This is an optimization exercise on Yosys and OpenROAD, whose aim is small area, a short achievable clock period and few clock cycles per item, not a production implementation.
RTL that was checked went through simulation tests only; none was proved equivalent to the original.
Power is estimated from default activity; no workload was simulated.

== lane 1 ==
// tdes_core
module tdes_core (
  input  wire         clk,
  input  wire         rst,
  input  wire         cmd_valid,
  output wire         cmd_ready,
  input  wire [1:0]   cmd_op,
  input  wire [167:0] cmd_key,
  input  wire [63:0]  cmd_data,
  output reg          out_valid,
  output reg  [63:0]  out_data
);
Size: ~1,800 cells after synthesis, about 300 I/O pins, roughly 18,000 um^2 of cells after synthesis.
export LEC_CHECK = 0
export CAP_MARGIN = 20
export CORE_MARGIN = 2
export CORE_UTILIZATION = 40
export CTS_BUF_LIST = sky130_fd_sc_hd__clkbuf_8
export SETUP_SLACK_MARGIN = 3.0
export SLEW_MARGIN = 20
create_clock -name core_clock -period 5.0 [get_ports {clk}]
standard.sh (not shown) runs the stock make flow with config.mk's settings and CLKGATE_MAP_FILE= SYNTH_SCRIPT=/design/flow/synth_recipe.tcl, a recipe that flattens the netlist after the stock synthesis.
==> flow/flow/run.sh <==
#!/bin/bash
# Standard layout, but the port buffers are the smallest buffer cell.
set -euo pipefail
export BUFFER_PORTS_ARGS="-buffer_cell sky130_fd_sc_hd__buf_1"
bash standard.sh finish > standard_flow.log 2>&1
Testbench counts of lane 1, summed over its fixed seeds: cycles 146,392, blocks 4,205.
> inputs changed (lane 1 -> lane 2)
-- flow/config.mk --
<<< lane 1, line 10
export CORE_UTILIZATION = 40
export CTS_BUF_LIST = sky130_fd_sc_hd__clkbuf_8
export SETUP_SLACK_MARGIN = 3.0
export SLEW_MARGIN = 20
>>> lane 2, line 10
export CORE_UTILIZATION = 40
export CTS_BUF_LIST = sky130_fd_sc_hd__clkbuf_8
export SETUP_SLACK_MARGIN = 2.5
export SLEW_MARGIN = 20
Findings:
Comparing met1 capacity usage during global routing for lane 2 and lane 1, the smaller number came from lane 2. Taking lane 1 as the reference, in lane 2 data arrival time of the critical path grew by 0.11 ns; cell count saw a decrease; final worst slack fell by 0.066 ns. Net total in the final layout (lower): lane 2. In lane 2 the combinational fraction of design power turned out 7.7 points lower than in lane 1. Worst hold slack, lane 2 and lane 1, lower one = lane 2. Of lane 2 and lane 1, the lower critical path depth belongs to lane 2. Summary of lane 2 over lane 1: highest attainable clock frequency dropped 2.5%; power dissipated by switching net loads dropped about 18%.
diff inputs: lane 2 => lane 3
==> flow/config.mk <==
export PLATFORM = sky130hd
export DESIGN_NAME = tdes_core
export DESIGN_NICKNAME = tdes_core
export VERILOG_FILES = /design/flow/design.v
export SDC_FILE = /design/flow/constraint.sdc
export NUM_CORES = 4
export LEC_CHECK = 0
export ABC_AREA = 1
export CAP_MARGIN = 20
export CORE_MARGIN = 2
export CORE_UTILIZATION = 40
export CTS_BUF_LIST = sky130_fd_sc_hd__clkbuf_16
export CTS_CLUSTER_DIAMETER = 100
export CTS_CLUSTER_SIZE = 30
export SETUP_SLACK_MARGIN = 3.0
export SLEW_MARGIN = 20
export TNS_END_PERCENT = 10
## What came out
Per the comparison of lane 3 with lane 2, total power consumption of the routed design up 0.70 mW, simple-gate area share of the yosys netlist up 29 points, count of vias placed by the detailed router up 14%.
Lane 3 reports its commonest non-fill, non-tap cell in the layout as nand2_1 while lane 2 reports buf_1.
Lane 3 vs. lane 2: combined flip-flop and latch cell area now sits lower, period utilization now sits lower.
Compared with lane 2, synthesized cell count in lane 3 increased by more than a quarter.
#### Input delta (lane 4 over lane 3)
==> flow/config.mk <==
export PLATFORM = sky130hd
export DESIGN_NAME = tdes_core
export DESIGN_NICKNAME = tdes_core
export VERILOG_FILES = /design/flow/design.v
export SDC_FILE = /design/flow/constraint.sdc
export NUM_CORES = 4
export LEC_CHECK = 0
export CAP_MARGIN = 20
export CORE_MARGIN = 2
export CORE_UTILIZATION = 40
export CTS_BUF_LIST = sky130_fd_sc_hd__clkbuf_8
export SETUP_SLACK_MARGIN = 2.0
export SLEW_MARGIN = 20
## What came out
Static power due to leakage was higher in the run labelled lane 3. The final reports for lane 4 and lane 3 show core utilization lower in the former. Total clock buffers created by CTS came out higher on lane 4 than on lane 3. Re mux cell area share after synthesis: lane 3 was lower than lane 4. When lane 4 is measured against lane 3, its synthesized cell count turns out 30% lower. Measured against each other, lane 3 and lane 4 differ in global-route met1 utilization, the lower figure coming from lane 4. Comparing lane 3 and lane 4, the lower layout inverter count without the clock tree is on lane 4. stage[0] as the launching element of the worst setup path was reported by lane 3, and R[18] by lane 4.
Here is what was changed in the inputs of lane 5 compared with lane 4.
-- flow/config.mk --
<<< lane 4, line 10
export CORE_UTILIZATION = 40
export CTS_BUF_LIST = sky130_fd_sc_hd__clkbuf_8
export SETUP_SLACK_MARGIN = 2.0
export SLEW_MARGIN = 20
>>> lane 5, line 10
export CORE_UTILIZATION = 40
export CTS_BUF_LIST = sky130_fd_sc_hd__clkbuf_8
export SETUP_SLACK_MARGIN = 2.7
export SLEW_MARGIN = 20
export TNS_END_PERCENT = 5
Findings:
Lane 5 ends up with a count of cell instances traversed by the critical path that is 2 higher than in lane 4. Having completed the whole flow, lane 5 delivered a layout that passed the timing, DRC and antenna checks. Lane 5 against lane 4: sequential share of power lost 0.8 points, peak per-stage delay on the critical path now smaller.


Setup of rev 12:
tdes_core, a different RTL version from the one above (not shown whole).
Size in the first run: roughly 2,100 cells after synthesis, roughly 300 I/O pins, roughly 0.017 mm² of cells after synthesis.
export LEC_CHECK = 0
export ABC_AREA = 1
export CAP_MARGIN = 20
export CORE_MARGIN = 2
export CORE_UTILIZATION = 40
export CTS_BUF_LIST = sky130_fd_sc_hd__clkbuf_8
export SETUP_SLACK_MARGIN = 3.0
export SLEW_MARGIN = 20
export TNS_END_PERCENT = 10
create_clock -name core_clock -period 5.0 [get_ports {clk}]
Scripts as last shown in full above: flow/flow/run.sh
Every stage of the flow completed for rev 12, and the final layout passed the timing, DRC and antenna checks.
Modified inputs, rev 13 compared to rev 12
# rev 12
export LEC_CHECK = 0
export ABC_AREA = 1
export CAP_MARGIN = 20
export CORE_MARGIN = 2
export CORE_UTILIZATION = 40
export CTS_BUF_LIST = sky130_fd_sc_hd__clkbuf_8
export SETUP_SLACK_MARGIN = 3.0
export SLEW_MARGIN = 20
export TNS_END_PERCENT = 10
create_clock -name core_clock -period 5.0 [get_ports {clk}]
# rev 13
export LEC_CHECK = 0
export ABC_AREA = 1
export CAP_MARGIN = 20
export CORE_MARGIN = 2
export CORE_UTILIZATION = 40
export CTS_BUF_LIST = sky130_fd_sc_hd__clkbuf_8
export SETUP_SLACK_MARGIN = 2.7
export SLEW_MARGIN = 20
export TNS_END_PERCENT = 5
create_clock -name core_clock -period 5.0 [get_ports {clk}]
==> notes.md <==
Rev 13 went all the way through synthesis, placement and routing and the layout is clean on timing, DRC and antenna.
Cmp rev 12 and rev 13 / portion of the clock cycle consumed by the worst path in the final layout / lower: rev 12
Rev 13 vs. rev 12: minimum clock period rose 41 ps; number of global-route vias before repair fell about 3%.
Run comparison: rev 13 slowest cell on the critical path sky130_fd_sc_hd__dfxtp_1; rev 12 slowest cell on the critical path sky130_fd_sc_hd__dfxtp_4
The termination of the worst setup path comes out out_data[37] in one run and out_data[55] in the other, namely in rev 12 and rev 13 respectively.
As far as worst hold slack is concerned, rev 12 and rev 13 perform about the same.
The critical path startpoint comes out R[25]$_DFF_P_ in one run and R[19]$_DFF_P_ in the other, namely in rev 13 and rev 12 respectively.
No functional check of the RTL was part of any run of this note.


== run a ==
tdes_core, a different RTL version from the one above (not shown whole).
Size: ~2600 cells after synthesis, ~300 I/O pins.
// tdes_core
module tdes_core (
  input  wire         clk,
  input  wire         rst,
  input  wire         cmd_valid,
  output wire         cmd_ready,
  input  wire [1:0]   cmd_op,
  input  wire [167:0] cmd_key,
  input  wire [63:0]  cmd_data,
  output reg          out_valid,
  output reg  [63:0]  out_data
);
  function [63:0] des_ip;
    input [63:0] x;
    begin
      des_ip = {
        x[6], x[14], x[22], x[30], x[38], x[46], x[54], x[62],
        x[4], x[12], x[20], x[28], x[36], x[44], x[52], x[60],
        x[2], x[10], x[18], x[26], x[34], x[42], x[50], x[58],
        x[0], x[8], x[16], x[24], x[32], x[40], x[48], x[56],
        x[7], x[15], x[23], x[31], x[39], x[47], x[55], x[63],
        x[5], x[13], x[21], x[29], x[37], x[45], x[53], x[61],
        x[3], x[11], x[19], x[27], x[35], x[43], x[51], x[59],
        x[1], x[9], x[17], x[25], x[33], x[41], x[49], x[57]
      };
    end
  endfunction
  function [63:0] des_fp;
    input [63:0] x;
    begin
      des_fp = {
        x[24], x[56], x[16], x[48], x[8], x[40], x[0], x[32],
        x[25], x[57], x[17], x[49], x[9], x[41], x[1], x[33],
        x[26], x[58], x[18], x[50], x[10], x[42], x[2], x[34],
        x[27], x[59], x[19], x[51], x[11], x[43], x[3], x[35],
        x[28], x[60], x[20], x[52], x[12], x[44], x[4], x[36],
        x[29], x[61], x[21], x[53], x[13], x[45], x[5], x[37],
        x[30], x[62], x[22], x[54], x[14], x[46], x[6], x[38],
        x[31], x[63], x[23], x[55], x[15], x[47], x[7], x[39]
      };
    end
  endfunction
  function [47:0] des_e;
    input [31:0] x;
    begin
      des_e = {
        x[0], x[31], x[30], x[29], x[28], x[27], x[28], x[27],
        x[26], x[25], x[24], x[23], x[24], x[23], x[22], x[21],
        x[20], x[19], x[20], x[19], x[18], x[17], x[16], x[15],
        x[16], x[15], x[14], x[13], x[12], x[11], x[12], x[11],
        x[10], x[9], x[8], x[7], x[8], x[7], x[6], x[5],
        x[4], x[3], x[4], x[3], x[2], x[1], x[0], x[31]
      };
    end
  endfunction
  function [31:0] des_p;
    input [31:0] x;
    begin
      des_p = {
        x[16], x[25], x[12], x[11], x[3], x[20], x[4], x[15],
        x[31], x[17], x[9], x[6], x[27], x[14], x[1], x[22],
        x[30], x[24], x[8], x[18], x[0], x[5], x[29], x[23],
        x[13], x[19], x[2], x[26], x[10], x[21], x[28], x[7]
      };
    end
  endfunction
  function [55:0] des_pc1;
    input [63:0] x;
    begin
  ...
Settings: LEC_CHECK=0, ABC_AREA=1, CAP_MARGIN=5, CORE_MARGIN=2, CORE_UTILIZATION=40, CTS_BUF_LIST=sky130_fd_sc_hd__clkbuf_8, SETUP_SLACK_MARGIN=3.0, SLEW_MARGIN=5, TNS_END_PERCENT=5; clock period 5.0 ns.
Scripts as last shown in full above: flow/flow/run.sh
Run a finished end to end and its layout was clean on timing, DRC and antenna.
Testbench counts of run a, summed over its fixed seeds: cycles 146,392, blocks 4,205.
What run b does differently from run a at the input level:
# run a
export LEC_CHECK = 0
export ABC_AREA = 1
export CAP_MARGIN = 5
export CORE_MARGIN = 2
export CORE_UTILIZATION = 40
export CTS_BUF_LIST = sky130_fd_sc_hd__clkbuf_8
export SETUP_SLACK_MARGIN = 3.0
export SLEW_MARGIN = 5
export TNS_END_PERCENT = 5
create_clock -name core_clock -period 5.0 [get_ports {clk}]
# run b
export LEC_CHECK = 0
export ABC_AREA = 1
export CAP_MARGIN = 20
export CORE_MARGIN = 2
export CORE_UTILIZATION = 40
export CTS_BUF_LIST = sky130_fd_sc_hd__clkbuf_8
export SETUP_SLACK_MARGIN = 3.0
export SLEW_MARGIN = 20
export TNS_END_PERCENT = 10
create_clock -name core_clock -period 5.0 [get_ports {clk}]
[summary]
- Against run a, post-cts gate resize count in run b rose by a few percent.
- Compared to run a, run b has reg-to-reg setup timing slack 0.04 ns higher.
- Count of final max-slew check failures of run a is on par with run b.
- Run a -> run b: layout buffer count excluding clock buffers increased by a few percent
- Against run a, run b reports a post-synthesis to final-layout area growth that is higher.
- The faster design of the two is run a; run b tops out lower.
- On total placed instance area, run a and run b are basically level.
- Looking only at transition time of the tightest slew-check pin, and setting everything else aside, the higher value of run a and run b goes to run b.
- Relative to run a, run b degrades post-layout minimum cycle time.

## port drivers added, routing unchanged
Ports are ideal in the flow. The routed layouts listed here were re-timed in OpenROAD. Step 1: set_driving_cell puts a clkbuf_16 on clk and a buf_2 on each other input, an assumption about the parent block. Step 2 moves the port delays by t, midway between the first and last clock arrival at a register: inputs arrive t later, outputs are due t later. That takes back most of the time a late clock gives input paths. Slacks: no drivers / after step 1 / after step 2; pairs: no drivers / after step 1.
| run | shift t [ns] | setup slack, ns | worst hold slack (ns) | worst register clock-pin slew, ns | worst data-port slew with drivers (ns) |
|---|---|---|---|---|---|
| lane 1 | 0.701 | 2.406 / 2.406 / 2.073 | 0.462 / 0.462 / 0.462 | 0.07 / 0.07 | 0.08 |
| lane 2 | 0.694 | 2.341 / 2.341 / 2.102 | 0.454 / 0.454 / 0.454 | 0.06 / 0.06 | 0.06 |
| lane 3 | 0.592 | 2.696 / 2.696 / 2.332 | 0.443 / 0.443 / 0.443 | 0.12 / 0.12 | 0.06 |
| lane 4 | 0.669 | 2.063 / 2.063 / 1.993 | 0.456 / 0.456 / 0.456 | 0.07 / 0.07 | 0.11 |
| lane 5 | 0.683 | 2.305 / 2.305 / 2.130 | 0.458 / 0.458 / 0.458 | 0.07 / 0.07 | 0.10 |
| rev 12 | 0.678 | 2.655 / 2.604 / 2.167 | 0.475 / 0.475 / 0.475 | 0.07 / 0.07 | 0.06 |
| rev 13 | 0.682 | 2.614 / 2.563 / 1.986 | 0.477 / 0.477 / 0.477 | 0.07 / 0.07 | 0.06 |
| run a | 0.691 | 2.811 / 2.759 / 2.418 | 0.488 / 0.488 / 0.488 | 0.07 / 0.07 | 0.11 |
| run b | 0.694 | 2.778 / 2.727 / 2.350 | 0.487 / 0.487 / 0.487 | 0.07 / 0.07 | 0.11 |
After both steps setup and hold are still met in every run listed. For rev 13, which loses most, drivers alone change the setup slack by -0.051 ns; drivers and shift together by -0.628 ns.
